Background: an optimization exercise with open tools, aiming at a short achievable clock period and few clock cycles per item. Do not read the settings as production practice.
No functional check of the RTL was part of this run.
Power figures rest on the tool's default switching activity, not on a simulated workload.

$ cat flow/config.mk
export PLATFORM = sky130hd
export DESIGN_NAME = ansc
export DESIGN_NICKNAME = ansc
export VERILOG_FILES = /design/flow/design.v
export SDC_FILE = /design/flow/constraint.sdc
export NUM_CORES = 4
export LEC_CHECK = 0
export CAP_MARGIN = 20
export CORE_MARGIN = 2
export CORE_UTILIZATION = 40
export SLEW_MARGIN = 20
$ cat flow/constraint.sdc
create_clock -name core_clock -period 8.0 [get_ports {clk}]
set_input_delay 1.6000 -clock core_clock [delete_from_list [all_inputs] [get_ports {clk}]]
set_output_delay 1.6000 -clock core_clock [all_outputs]
set_load 0.01 [all_outputs]
$ cat flow/design.v
module ansc (
    input  wire        clk,
    input  wire        rst,           
    input  wire        cmd_valid,
    input  wire [63:0] cmd_word,
    output wire        cmd_ready,
    input  wire [11:0] reg_addr,
    output reg  [31:0] reg_rdata,
    output reg         fb_en,
    output reg         fb_we,
    output reg  [15:0] fb_addr,
    output reg  [7:0]  fb_wdata,
    input  wire [7:0]  fb_rdata
);
    localparam NSLOT       = 4;
    localparam MAX_PAYLOAD = 32;
    localparam OP_CKCLR   = 4'h1;
    localparam OP_CKBYTE  = 4'h2;
    localparam OP_CKBUF   = 4'h3;
    localparam OP_SEGNEW  = 4'h4;
    localparam OP_SEGSER  = 4'h5;
    localparam OP_SEGDES  = 4'h6;
    localparam OP_SEGCLR  = 4'h7;
    localparam OP_SETRXF  = 4'h8;
    localparam OP_SETTXF  = 4'h9;
    localparam OP_SETTXS  = 4'hA;
    localparam OP_MARKTXC = 4'hB;
    localparam C_OK        = 8'h00;
    localparam C_MALFORMED = 8'h01;
    localparam C_ILLEGAL   = 8'h10;
    localparam C_SLOT      = 8'h11;
    localparam C_NOSEG     = 8'h12;
    localparam C_RANGE     = 8'h13;
    localparam C_CAPACITY  = 8'h14;
    localparam S_IDLE    = 3'd0;
    localparam S_EXEC    = 3'd1;
    localparam S_RD_REQ  = 3'd2;
    localparam S_RD_WAIT = 3'd3;
    localparam S_WR      = 3'd4;
    localparam S_FINISH  = 3'd5;
    reg [3:0]  sum0, sum1;
    reg [7:0]  status_code;
    reg        status_err;
    reg [16:0] reslen;
    reg        s_valid [0:NSLOT-1];
    reg        s_syn   [0:NSLOT-1];
    reg [6:0]  s_seq   [0:NSLOT-1];
    reg        s_ack   [0:NSLOT-1];
    reg [6:0]  s_ackn  [0:NSLOT-1];
    reg [5:0]  s_plen  [0:NSLOT-1];
    reg        s_rxf_v [0:NSLOT-1];
    reg [31:0] s_rxf   [0:NSLOT-1];
    reg        s_txf_v [0:NSLOT-1];
    reg [31:0] s_txf   [0:NSLOT-1];
    reg        s_txs_v [0:NSLOT-1];
    reg [31:0] s_txs   [0:NSLOT-1];
    reg        s_txc   [0:NSLOT-1];
    reg [7:0]  payload [0:NSLOT*MAX_PAYLOAD-1];
    reg [2:0]  state;
    reg [63:0] cmd;
    reg [16:0] idx;         
    reg [16:0] cnt;         
    reg [6:0]  hdr_a;       
    reg        hdr_a_flag;
    assign cmd_ready = (state == S_IDLE);
    wire [3:0]  c_op    = cmd[63:60];
    wire [3:0]  c_slot  = cmd[59:56];
    wire [7:0]  c_seqi  = cmd[55:48];
    wire [7:0]  c_ackni = cmd[47:40];
    wire        c_syni  = cmd[39];
    wire        c_acki  = cmd[38];
    wire [15:0] c_addr  = cmd[31:16];
    wire [15:0] c_len   = cmd[15:0];
    wire [7:0]  c_data  = cmd[7:0];
    wire [31:0] c_id    = cmd[31:0];
    wire [1:0]  sidx = c_slot[1:0];
    reg illegal;
    always @(*) begin
        case (c_op)
            OP_CKCLR:   illegal = (cmd[59:0] != 60'd0);
            OP_CKBYTE:  illegal = (cmd[59:8] != 52'd0);
            OP_CKBUF:   illegal = (cmd[59:32] != 28'd0);
            OP_SEGNEW:  illegal = (cmd[37:32] != 6'd0);
            OP_SEGSER:  illegal = (cmd[55:32] != 24'd0) || (cmd[15:0] != 16'd0);
            OP_SEGDES:  illegal = (cmd[55:32] != 24'd0);
            OP_SEGCLR:  illegal = (cmd[55:0] != 56'd0);
            OP_SETRXF,
            OP_SETTXF,
            OP_SETTXS:  illegal = (cmd[55:32] != 24'd0);
            OP_MARKTXC: illegal = (cmd[55:0] != 56'd0);
            default:    illegal = 1'b1;
        endcase
    end
    wire uses_slot  = (c_op >= OP_SEGNEW) && (c_op <= OP_MARKTXC);
    wire needs_seg  = (c_op == OP_SEGSER) || (c_op >= OP_SETRXF && c_op <= OP_MARKTXC);
    wire bad_slot   = (c_slot >= NSLOT);
    wire no_seg     = !s_valid[sidx];
    wire [16:0] addr_plus_len = {1'b0, c_addr} + {1'b0, c_len};
    wire [16:0] ser_len       = 17'd2 + {11'd0, s_plen[sidx]};
    wire [17:0] addr_plus_ser = {2'b0, c_addr} + {1'b0, ser_len};
    reg range_err;
    always @(*) begin
        case (c_op)
            OP_CKBUF, OP_SEGNEW, OP_SEGDES: range_err = addr_plus_len > 17'h10000;
            OP_SEGSER:                      range_err = addr_plus_ser > 18'h10000;
            default:                        range_err = 1'b0;
        endcase
    end
    wire malformed = (c_op == OP_SEGDES) && (c_len < 16'd2);
    reg cap_err;
    always @(*) begin
        case (c_op)
            OP_SEGNEW: cap_err = c_len > MAX_PAYLOAD;
            OP_SEGDES: cap_err = (c_len - 16'd2) > MAX_PAYLOAD;
            default:   cap_err = 1'b0;
        endcase
    end
    reg [7:0] exec_code;
    always @(*) begin
        if (illegal)                    exec_code = C_ILLEGAL;
        else if (uses_slot && bad_slot) exec_code = C_SLOT;
        else if (needs_seg && no_seg)   exec_code = C_NOSEG;
        else if (range_err)             exec_code = C_RANGE;
        else if (malformed)             exec_code = C_MALFORMED;
        else if (cap_err)               exec_code = C_CAPACITY;
        else                            exec_code = C_OK;
    end
    function [3:0] mod15_add;
        input [3:0] a;
        input [3:0] b;
        reg   [4:0] t;
        begin
            t = {1'b0, a} + {1'b0, b};
            if (t >= 5'd15) t = t - 5'd15;
            mod15_add = t[3:0];
        end
    endfunction
    function [7:0] ck_byte;    
        input [3:0] s0;
        input [3:0] s1;
        input [7:0] b;
        reg   [3:0] a0, a1;
        begin
            a0 = mod15_add(s0, b[7:4]);
            a1 = mod15_add(s1, a0);
            a0 = mod15_add(a0, b[3:0]);
            a1 = mod15_add(a1, a0);
            ck_byte = {a1, a0};
        end
    endfunction
    wire [7:0] ck_cmd = ck_byte(sum0, sum1, c_data);
    wire [7:0] ck_mem = ck_byte(sum0, sum1, fb_rdata);
    wire [16:0] idx_m2    = idx - 17'd2;                         
    wire [6:0] pay_rd_idx = {sidx, idx_m2[4:0]};                 
    wire [16:0] cur_addr  = {1'b0, c_addr} + idx;
    always @(*) begin
        fb_en    = 1'b0;
        fb_we    = 1'b0;
        fb_addr  = cur_addr[15:0];
        fb_wdata = 8'd0;
        case (state)
            S_RD_REQ: fb_en = 1'b1;
            S_WR: begin
                fb_en = 1'b1;
                fb_we = 1'b1;
                if (idx == 17'd0)      fb_wdata = {s_syn[sidx], s_seq[sidx]};
                else if (idx == 17'd1) fb_wdata = {s_ack[sidx], s_ackn[sidx]};
                else                   fb_wdata = payload[pay_rd_idx];
            end
            default: ;
        endcase
    end
    integer i;
    wire       pay_we_new = (state == S_RD_WAIT) && (c_op == OP_SEGNEW);
    wire       pay_we_des = (state == S_RD_WAIT) && (c_op == OP_SEGDES) && (idx >= 17'd2);
    wire [6:0] pay_wr_idx = pay_we_new ? {sidx, idx[4:0]} : {sidx, idx_m2[4:0]};
    always @(posedge clk) begin
        if (pay_we_new || pay_we_des)
            payload[pay_wr_idx] <= fb_rdata;
    end
    always @(posedge clk) begin
        if (rst) begin
            state       <= S_IDLE;
            cmd         <= 64'd0;
            idx         <= 17'd0;
            cnt         <= 17'd0;
            hdr_a       <= 7'd0;
            hdr_a_flag  <= 1'b0;
            sum0        <= 4'd0;
            sum1        <= 4'd0;
            status_code <= 8'd0;
            status_err  <= 1'b0;
            reslen      <= 17'd0;
            for (i = 0; i < NSLOT; i = i + 1) begin
                s_valid[i] <= 1'b0;
                s_syn[i]   <= 1'b0;
                s_seq[i]   <= 7'd0;
                s_ack[i]   <= 1'b0;
                s_ackn[i]  <= 7'd0;
                s_plen[i]  <= 6'd0;
                s_rxf_v[i] <= 1'b0;
                s_rxf[i]   <= 32'd0;
                s_txf_v[i] <= 1'b0;
                s_txf[i]   <= 32'd0;
                s_txs_v[i] <= 1'b0;
                s_txs[i]   <= 32'd0;
                s_txc[i]   <= 1'b0;
            end
        end else begin
            case (state)
                S_IDLE: begin
                    if (cmd_valid) begin
                        cmd   <= cmd_word;
                        state <= S_EXEC;
                    end
                end
                S_EXEC: begin
                    idx <= 17'd0;
                    if (exec_code != C_OK) begin
                        status_code <= exec_code;
                        if (exec_code[4]) status_err <= 1'b1;
                        state <= S_IDLE;
                    end else begin
                        case (c_op)
                            OP_CKCLR: begin
                                sum0 <= 4'd0;
                                sum1 <= 4'd0;
                                status_code <= C_OK;
                                state <= S_IDLE;
                            end
                            OP_CKBYTE: begin
                                sum0 <= ck_cmd[3:0];
                                sum1 <= ck_cmd[7:4];
                                status_code <= C_OK;
                                state <= S_IDLE;
                            end
                            OP_CKBUF, OP_SEGNEW, OP_SEGDES: begin
                                cnt <= {1'b0, c_len};
                                state <= (c_len == 16'd0) ? S_FINISH : S_RD_REQ;
                            end
                            OP_SEGSER: begin
                                cnt <= ser_len;
                                state <= S_WR;
                            end
                            OP_SEGCLR: begin
                                s_valid[sidx] <= 1'b0;
                                s_syn[sidx]   <= 1'b0;
                                s_seq[sidx]   <= 7'd0;
                                s_ack[sidx]   <= 1'b0;
                                s_ackn[sidx]  <= 7'd0;
                                s_plen[sidx]  <= 6'd0;
                                s_rxf_v[sidx] <= 1'b0;
                                s_rxf[sidx]   <= 32'd0;
                                s_txf_v[sidx] <= 1'b0;
                                s_txf[sidx]   <= 32'd0;
                                s_txs_v[sidx] <= 1'b0;
                                s_txs[sidx]   <= 32'd0;
                                s_txc[sidx]   <= 1'b0;
                                status_code <= C_OK;
                                state <= S_IDLE;
                            end
                            OP_SETRXF: begin
                                s_rxf[sidx]   <= c_id;
                                s_rxf_v[sidx] <= 1'b1;
                                status_code <= C_OK;
                                state <= S_IDLE;
                            end
                            OP_SETTXF: begin
                                s_txf[sidx]   <= c_id;
                                s_txf_v[sidx] <= 1'b1;
                                status_code <= C_OK;
                                state <= S_IDLE;
                            end
                            OP_SETTXS: begin
                                s_txs[sidx]   <= c_id;
                                s_txs_v[sidx] <= 1'b1;
                                status_code <= C_OK;
                                state <= S_IDLE;
                            end
                            OP_MARKTXC: begin
                                s_txc[sidx] <= 1'b1;
                                status_code <= C_OK;
                                state <= S_IDLE;
                            end
                            default: state <= S_IDLE;
                        endcase
                    end
                end
                S_RD_REQ: begin
                    state <= S_RD_WAIT;
                end
                S_RD_WAIT: begin
                    if (c_op == OP_CKBUF) begin
                        sum0 <= ck_mem[3:0];
                        sum1 <= ck_mem[7:4];
                    end
                    if (c_op == OP_SEGDES && idx == 17'd0) begin
                        hdr_a_flag <= fb_rdata[7];
                        hdr_a      <= fb_rdata[6:0];
                    end
                    if (c_op == OP_SEGDES && idx == 17'd1) begin
                        s_ack[sidx]  <= fb_rdata[7];
                        s_ackn[sidx] <= fb_rdata[6:0];
                    end
                    idx <= idx + 17'd1;
                    state <= (idx + 17'd1 == cnt) ? S_FINISH : S_RD_REQ;
                end
                S_WR: begin
                    idx <= idx + 17'd1;
                    if (idx + 17'd1 == cnt) begin
                        reslen <= cnt;
                        status_code <= C_OK;
                        state <= S_IDLE;
                    end
                end
                S_FINISH: begin
                    status_code <= C_OK;
                    if (c_op == OP_SEGNEW || c_op == OP_SEGDES) begin
                        s_valid[sidx] <= 1'b1;
                        s_rxf_v[sidx] <= 1'b0;
                        s_rxf[sidx]   <= 32'd0;
                        s_txf_v[sidx] <= 1'b0;
                        s_txf[sidx]   <= 32'd0;
                        s_txs_v[sidx] <= 1'b0;
                        s_txs[sidx]   <= 32'd0;
                        s_txc[sidx]   <= 1'b0;
                    end
                    if (c_op == OP_SEGNEW) begin
                        s_syn[sidx]  <= c_syni;
                        s_seq[sidx]  <= c_seqi[6:0];
                        s_ack[sidx]  <= c_acki;
                        s_ackn[sidx] <= c_ackni[6:0];
                        s_plen[sidx] <= c_len[5:0];
                    end
                    if (c_op == OP_SEGDES) begin
                        s_syn[sidx]  <= hdr_a_flag;
                        s_seq[sidx]  <= hdr_a;
                        s_plen[sidx] <= c_len[5:0] - 6'd2;
                    end
                    state <= S_IDLE;
                end
                default: state <= S_IDLE;
            endcase
        end
    end
    wire [1:0] r_slot = reg_addr[4:3];
    always @(*) begin
        reg_rdata = 32'd0;
        if (reg_addr[11:5] == 7'b0001000) begin        
            case (reg_addr[2:0])
                3'd0: reg_rdata = {s_valid[r_slot], 15'd0, s_syn[r_slot], s_seq[r_slot],
                                   s_ack[r_slot], s_ackn[r_slot]};
                3'd1: reg_rdata = {26'd0, s_plen[r_slot]};
                3'd2: reg_rdata = {28'd0, s_txs_v[r_slot], s_txf_v[r_slot],
                                   s_rxf_v[r_slot], s_txc[r_slot]};
                3'd3: reg_rdata = s_rxf[r_slot];
                3'd4: reg_rdata = s_txf[r_slot];
                3'd5: reg_rdata = s_txs[r_slot];
                default: reg_rdata = 32'd0;
            endcase
        end else begin
            case (reg_addr)
                12'h000: reg_rdata = {23'd0, status_err, status_code};
                12'h001: reg_rdata = {24'd0, sum1, sum0};
                12'h002: reg_rdata = {15'd0, reslen};
                12'h003: reg_rdata = NSLOT;
                12'h004: reg_rdata = MAX_PAYLOAD;
                12'h005: reg_rdata = 32'h0001_0000;
                default: reg_rdata = 32'd0;
            endcase
        end
    end
endmodule
$ cat flow/run.sh
#!/bin/bash
# synth_recipe.tcl (not shown) runs the flow's synth.tcl, then flattens the netlist and writes it again
# the make line also repeats each setting of config.mk as NAME=value (left out here)
make -C /OpenROAD-flow-scripts/flow DESIGN_CONFIG=/design/flow/config.mk WORK_HOME=/design/flow/orfs CLKGATE_MAP_FILE= SYNTH_SCRIPT=/design/flow/synth_recipe.tcl finish
==> impl_metrics.json <==
{
  "setup_viol": 0,
  "ys.warnings.count": 1,
  "antenna_found_initial": 13,
  "dpl.hpwl_um": 133000,
  "synth_area_leader_cell": "edfxtp_1",
  "post-route-cell-area_um2": 83600,
  "max_freq_mhz": 138,
  "start_util_pct": 40.3,
  "post_cts_resized": 0,
  "slew_headroom_pct": 25.2,
  "start_kind": "flop",
  "fp.dieW_um": 433,
  "grt_max_degree": 133,
  "drive_above_1_share_pct": 18.7,
  "holdBufCountCts": 0,
  "dr.first_iter.drc_count": 4744,
  "tightest_slew_ns": 1.12,
  "ir_worst_vdd_uv": 184,
  "syn_to_final_growth_pct": 13.6,
  "gp_routability_congestion": 0.897,
  "min_period_ns": 7.26,
  "synth_seq_area_share_pct": 65.6,
  "synth_nets": 4914,
  "tns_ns": 0,
  "path_max_fanout": 15,
  "cap_violations": 0,
  "grtUsageMet1_pct": 30.5,
  "status": "finished clean",
  "synth_ff_type": "edfxtp_1",
  "wl_per_cell_um": 28.4,
  "cts.sinks": 1655,
  "drt-vias-per-instance": 5.81,
  "clockRootBuffer": "clkbuf_16",
  "grt_pass1_vias": 42900,
  "cts_made_buffers": 173,
  "ios": 146,
  "synth-seq-cells": 1655,
  "finClkSkew_ns": 0.0771,
  "timing_worst_setup_path_type": "flop to primary output",
  "synth_top_area_share_pct": 61.8,
  "die_h_um": 433,
  "period_share_pct": 90.7,
  "drc": 0,
  "grt_overflow": 0,
  "first_pass_iters": 6,
  "synthCells": 4723,
  "drtAntennaViolNets": 0,
  "p_leak_nw": 28.2,
  "clk_pin_slew_ns": 0.06,
  "min_path_type": "flop to flop",
  "grt_pass1_wl_um": 306000,
  "slew_violations": 0,
  "routed_wl_um": 212000,
  "core-area_um2": 183000,
  "synth_area_per_cell_um2": 15.6,
  "dieArea_um2": 187000,
  "placed_cell_area_um2": 78100,
  "async_flop_share_pct": 0,
  "hold_violations": 0,
  "cp.arrival_ns": 5.66,
  "required_ns": 6.40,
  "synth_edf_count": 1516,
  "clockBufferDepth": 3,
  "yosysUniqueCellTypes": 80,
  "htree_levels": 4,
  "synthTopCellsByCount": "edfxtp_1 (1516), mux4_2 (469), nor2_1 (370)",
  "vias": 43400,
  "end_kind": "primary output",
  "synth.area.top_cells": "edfxtp_1 (62%), mux4_2 (14%), dfxtp_1 (3.8%)",
  "clkLatencyLatePin_ns": 0.84,
  "track_usage_pct": 22.5,
  "port_buffers": 145,
  "fin_nets": 5045,
  "cts_tree": "yes",
  "grt_use_met3_pct": 4.17,
  "rows": 157,
  "grt_setup_unrepaired": "false",
  "gr-usage-met2_pct": 36.6,
  "power.density_nw_per_um2": 222,
  "yosysMostFrequentCell": "edfxtp_1",
  "grt-busiest-layer": "met2",
  "postCtsSetupBuffers": 0,
  "mappedNetlistArea_um2": 73600
}
==> worst max-delay path: stages (launching register included) <==
cell	delay, ns
dfxtp_4	0.52
inv_1	0.28
ha_4	0.28
xor2_4	0.85
buf_4	0.34
mux4_2	0.57
nand2_1	0.10
a21oi_1	0.17
or4_1	0.62
mux2i_1	0.21
o22ai_1	0.33
clkdlybuf4s50_1	0.59
==> per-layer routing <==
layer	vias to the layer above	wire length, um
met1	22600	85900
met4	3	6630
met5	-	57
met3	310	16100
met2	1809	103000
li1	18600	-
==> placed cells by master (no fill, tap or decap), types with 38 or more instances in the layout <==
cell / count
edfxtp_1: 1516
mux4_2: 469
nor2_1: 367
nand2_1: 340
a21oi_1: 204
and3_1: 183
and2_1: 175
clkbuf_16: 173
dfxtp_1: 136
clkdlybuf4s50_1: 133
buf_4: 132
inv_1: 102
ha_1: 92
nor3_1: 88
o21ai_0: 79
mux2i_1: 64
xnor2_1: 52
nand3_1: 49
clkbuf_1: 47
clkinv_1: 38
==> registers in the layout (all words and copies together) (netlist names), 7 cells and up, named ones only <==
signal,flops
cmd,64
cnt,16
hdr_a,7
idx,17
payload,1024
reslen,16
s_ackn,28
s_plen,24
s_rxf,128
s_seq,28
s_txf,128
s_txs,128
==> path summary, 6_finish.rpt <==
check	to	start	slack, ns	cells after the start
hold reg to reg	cmd[36]	cmd[36]	0.46	2
setup / recovery	fb_wdata[5]	idx[1]	0.74	11
setup reg to reg	s_txf[2][28]	flop	1.31	14
hold / removal	cmd[36]	cmd[36]	0.46	2
==> final cells by class <==
type | count | area [um2]
Multi-Input combinational cell | 2638 | 23800
Tap cell | 2464 | 3080
Antenna cell | 4 | 10.0
Sequential cell | 1655 | 48300
Fill cell | 15800 | 99300
Clock buffer | 228 | 4610
Timing Repair Buffer | 278 | 2550
Inverter | 108 | 405
Clock inverter | 90 | 898
==> per-stage QoR <==
step | power (mW) | setup slack [ns] | utilization, % | hold slack, ns | std cells
2_1_floorplan | 10.4 | 0.962 | - | 0.436 | 4723
3_3_place_gp | 10.9 | 0.359 | 42.7 | 0.448 | 7143
3_5_place_dp | 10.9 | 0.396 | 42.7 | 0.456 | 7143
4_1_cts | 18.7 | 0.761 | 45.7 | 0.465 | 7461
5_1_grt | 19.1 | 0.627 | 45.7 | 0.483 | 7463
6_report | 18.6 | 0.741 | 45.7 | 0.460 | 7465
==> power by group <==
group | internal [mW] | switching, mW
Clock | 4.31 | 3.51
Sequential | 9.53 | 0.0601
Combinational | 0.402 | 0.760
Total | 14.2 | 4.33
==> kinds of logic after synthesis <==
kind of cell / synth area share (%)
adders and majority gates: 1.88
buffers and inverters: 2.35
xor gates and xnor gates: 0.952
and+or+nand+nor: 9.14
DFF: 65.6
AOI/OAI and AO/OA: 4.49
muxes: 15.6

[static timing again, ports no longer ideal]
No port has a modelled driver above. Below, the same layout with a new extraction and two added sets of constraints. Step 1: set_driving_cell puts a clkbuf_16 on clk and a buf_2 on each other input, an assumption about the parent block. Step 2, shift: input delay + t, output delay - t, t = (earliest + latest rising clock arrival at the registers) / 2. This alone moves slack from input paths to output paths. a / b / c = ideal ports / drivers / drivers and shift; a / b = the first two.
shift t [ns]: 0.897
slack for setup (ns): 0.741 / 0.646 / 0.119
latest minus earliest clock arrival (ns): 0.082 / 0.083
After both steps this run still meets setup and hold. For this run, drivers alone change the setup slack by -0.095 ns; drivers and shift together by -0.622 ns.
